From an optimization exercise on the open Yosys and OpenROAD flow, aimed at small area, a short achievable clock period and few clock cycles; shortcuts taken in it are not production practice. Only simulation tests tie the RTL to the original design; equivalence was not proved.

the baseline:
==> flow/design.v (excerpt) <==
module fmma (
    input  wire        clk,
    input  wire        rst,
    input  wire [4:0]  cfg_vc0,
    input  wire [1:0]  cfg_vc1,
    input  wire [1:0]  cfg_vc2,
    input  wire [19:0] cfg_clk0,
    input  wire [19:0] cfg_clk1,
    input  wire [19:0] cfg_clk2,
    input  wire [15:0] cfg_ref,
    input  wire        cmd_valid,
    output wire        cmd_ready,
    input  wire [15:0] cmd_dur,
    input  wire [5:0]  cmd_count,
    input  wire        peak_valid,
    output wire        peak_ready,
    input  wire [19:0] peak_freq,
    input  wire [15:0] peak_mag,
    output wire        ev_valid,
    input  wire        ev_ready,
    output wire        ev_wait,
    output wire [1:0]  ev_inst,
    output wire [8:0]  ev_addr,
    output wire [7:0]  ev_data,
    output wire [15:0] ev_count,
    output wire        err
);
Size in the first run: roughly 270,000 um2 of cells after synthesis.
clock: 14.0 ns
lec_check: 0
abc_clock_period_in_ps: 7000
cap_margin: 20
core_margin: 2
core_utilization: 30
place_density: 0.45
setup_slack_margin: 5
slew_margin: 20
run.sh (not shown) runs the stock make flow with config.mk's settings and CLKGATE_MAP_FILE= SYNTH_SCRIPT=/design/flow/synth_recipe.tcl, a recipe that flattens the netlist after the stock synthesis.
Testbench counts of the baseline, summed over its fixed seeds: cycles 22,157.
> inputs changed (the baseline -> the candidate)
diff --git a/flow/design.v b/flow/design.v
--- a/flow/design.v
+++ b/flow/design.v
@@ -603,37 +603,38 @@
             end else if (e_op[OP_LEVEL]) begin
                 ea = 9'h04C + {5'd0, e_c}; ed = {1'b0, e_tl};
             end else if (e_op[OP_PITCHA]) begin
                 ea = 9'h0A4 + {5'd0, e_c}; ed = {2'b00, e_b, e_n[10:8]};
             end else if (e_op[OP_PITCHB]) begin
                 ea = 9'h0A0 + {5'd0, e_c}; ed = e_n[7:0];
             end else begin
                 ea = 9'h028; ed = {4'hF, e_c};
             end
         end
     end
-    assign cmd_ready  = (state == S_IDLE) && (!pend_emit || !e_busy);
+    assign cmd_ready  = ((state == S_IDLE) && (!pend_emit || !e_busy)) || (push_t && !e_busy);
     assign peak_ready = peak_rdy;
     assign ev_valid   = o_v;
     assign ev_wait    = o_w;
     assign ev_inst    = o_inst;
     assign ev_addr    = o_addr;
     assign ev_data    = o_data;
     assign ev_count   = o_cnt;
     assign err        = err_r;
     wire push_m = m2_v && !stall && (mt_found || idle_any);
     wire m_idle = (state == S_MDR) && !p0_v && !m1_v && !m2_v;    
     wire push_s = m_idle && !stall && pend_any;
     wire prev_done = sp ? (wp0 == {NS{1'b0}}) : (wp1 == {NS{1'b0}});
     wire push_t = m_idle && !pend_any && prev_done && !pend_emit && ((uact & ~safe_m) == {NS{1'b0}});
-    wire acc_ok  = (state == S_IDLE) && cmd_valid && cmd_ready && !err_r && (cmd_dur != 16'd0);
+    wire take_cmd = cmd_valid && cmd_ready;
+    wire acc_ok  = take_cmd && !err_r && (cmd_dur != 16'd0);
     wire e_start = !e_busy && pend_emit;
     integer j;
     always @(posedge clk) begin
         if (rst) begin
             clk0    <= cfg_clk0;
             clk1    <= cfg_clk1;
             clk2    <= cfg_clk2;
             ref_mag <= cfg_ref;
             err_r   <= !cfg_ok;
             en      <= en_cfg;
             nv      <= cfg_vc0 + {3'd0, cfg_vc1} + {3'd0, cfg_vc2};
@@ -650,40 +651,22 @@
                 eops[j] <= 6'd0;
             p0_v <= 1'b0;
             m1_v <= 1'b0;
             m2_v <= 1'b0;
             c1_v <= 1'b0; cb_v <= 1'b0; c2_v <= 1'b0; c3_v <= 1'b0; c4_v <= 1'b0; c5_v <= 1'b0;
             c6_v <= 1'b0; c7_v <= 1'b0; c8_v <= 1'b0; c9_v <= 1'b0;
             e_busy <= 1'b0;
             o_v    <= 1'b0;
             o_w    <= 1'b0;
         end else begin
             case (state)
-            S_IDLE: if (cmd_valid && cmd_ready) begin
-                dur_r   <= cmd_dur;
-                left_r  <= cmd_count;
-                ld_idx  <= 6'd0;
-                claimed <= {NS{1'b0}};
-                pend    <= {NS{1'b0}};
-                if (acc_ok) begin
-                    sp <= !sp;
-                    if (sp) dur_b0 <= cmd_dur;
-                    else    dur_b1 <= cmd_dur;
-                end
-                if (cmd_dur == 16'd0)
-                    err_r <= 1'b1;
-                if (err_r || cmd_dur == 16'd0)
-                    state <= (cmd_count != 6'd0) ? S_DISC : S_IDLE;
-                else
-                    state <= (cmd_count != 6'd0) ? S_LOAD : S_MDR;
-            end
             S_LOAD, S_DISC: if (take_peak) begin
                 ld_idx <= ld_idx + 6'd1;
                 left_r <= left_r - 6'd1;
                 if (left_r == 6'd1)
                     state <= (state == S_DISC) ? S_IDLE : S_MDR;
             end
             S_MDR: if (m_idle && !pend_any && prev_done && !pend_emit) begin
                 for (j = 0; j < NS; j = j + 1) begin
                     if (uact[j] && safe_m[j]) begin
                         act[j]  <= 1'b0;
                         eops[j] <= {4'b0000, 1'b1, vtl[j] != ((j < 18) ? 7'd63 : 7'd127)};
@@ -691,22 +674,40 @@
                             vkd[j] <= {vblk[j], vn[j][9:8]};
                     end
                 end
                 if (push_t) begin
                     pend_emit <= 1'b1;
                     pend_par  <= sp;
                     state     <= S_IDLE;
                 end
             end
             default: state <= S_IDLE;
             endcase
+            if (take_cmd) begin
+                dur_r   <= cmd_dur;
+                left_r  <= cmd_count;
+                ld_idx  <= 6'd0;
+                claimed <= {NS{1'b0}};
+                pend    <= {NS{1'b0}};
+                if (acc_ok) begin
+                    sp <= !sp;
+                    if (sp) dur_b0 <= cmd_dur;
+                    else    dur_b1 <= cmd_dur;
+                end
+                if (cmd_dur == 16'd0)
+                    err_r <= 1'b1;
+                if (err_r || cmd_dur == 16'd0)
+                    state <= (cmd_count != 6'd0) ? S_DISC : S_IDLE;
+                else
+                    state <= (cmd_count != 6'd0) ? S_LOAD : S_MDR;
+            end
             if (!stall) begin
                 p0_v <= take_peak && use_peak;
                 p0_f <= peak_freq;
                 p0_k <= ld_idx[4:0];
                 m1_v    <= p0_v;
                 m1_k    <= p0_k;
                 m2_v    <= m1_v;
                 m2_k    <= m1_k;
                 m2_bv   <= mg_f[33];
                 m2_bi   <= mg_f[21:17];
                 m2_sv   <= mg_f[16];
[summary]
Looking at the baseline and the candidate, the cell area is a wash. Going from the baseline to the candidate, total via count in the routed design moved up, largest net degree at the start of global routing decreased 8, area fraction in compound gates after synthesis went down by 0.31 points, total length of routed wires rose by 17,000 um.
Testbench counts of the candidate, summed over its fixed seeds: cycles 21,959.

## port drivers added, routing unchanged
The results above use ideal ports. As a check the final layouts listed here were re-extracted and re-timed, cells and wires unchanged. Step 1 (the two cells are an assumption about what drives the block):
set clk [get_ports {clk}]
set_driving_cell -lib_cell sky130_fd_sc_hd__clkbuf_16 $clk
set_driving_cell -lib_cell sky130_fd_sc_hd__buf_2 [delete_from_list [all_inputs] $clk]
Step 2 moves the port delays by t, midway between the first and last clock arrival at a register: inputs arrive t later, outputs are due t later. That takes back most of the time a late clock gives input paths. Three values: ideal ports, drivers, drivers and shift; two values: the first two.
run	shift t [ns]	setup WS [ns]	worst setup path at the end	latest minus earliest clock arrival (ns)	slew at the worst register clock pin (ns)
the baseline	1.251	4.125 / 4.125 / 4.125	register to register	0.199 / 0.199	0.07 / 0.07
the candidate	1.250	4.150 / 4.150 / 4.150	register to register	0.165 / 0.165	0.08 / 0.08
After both steps every run listed still meets setup and hold.
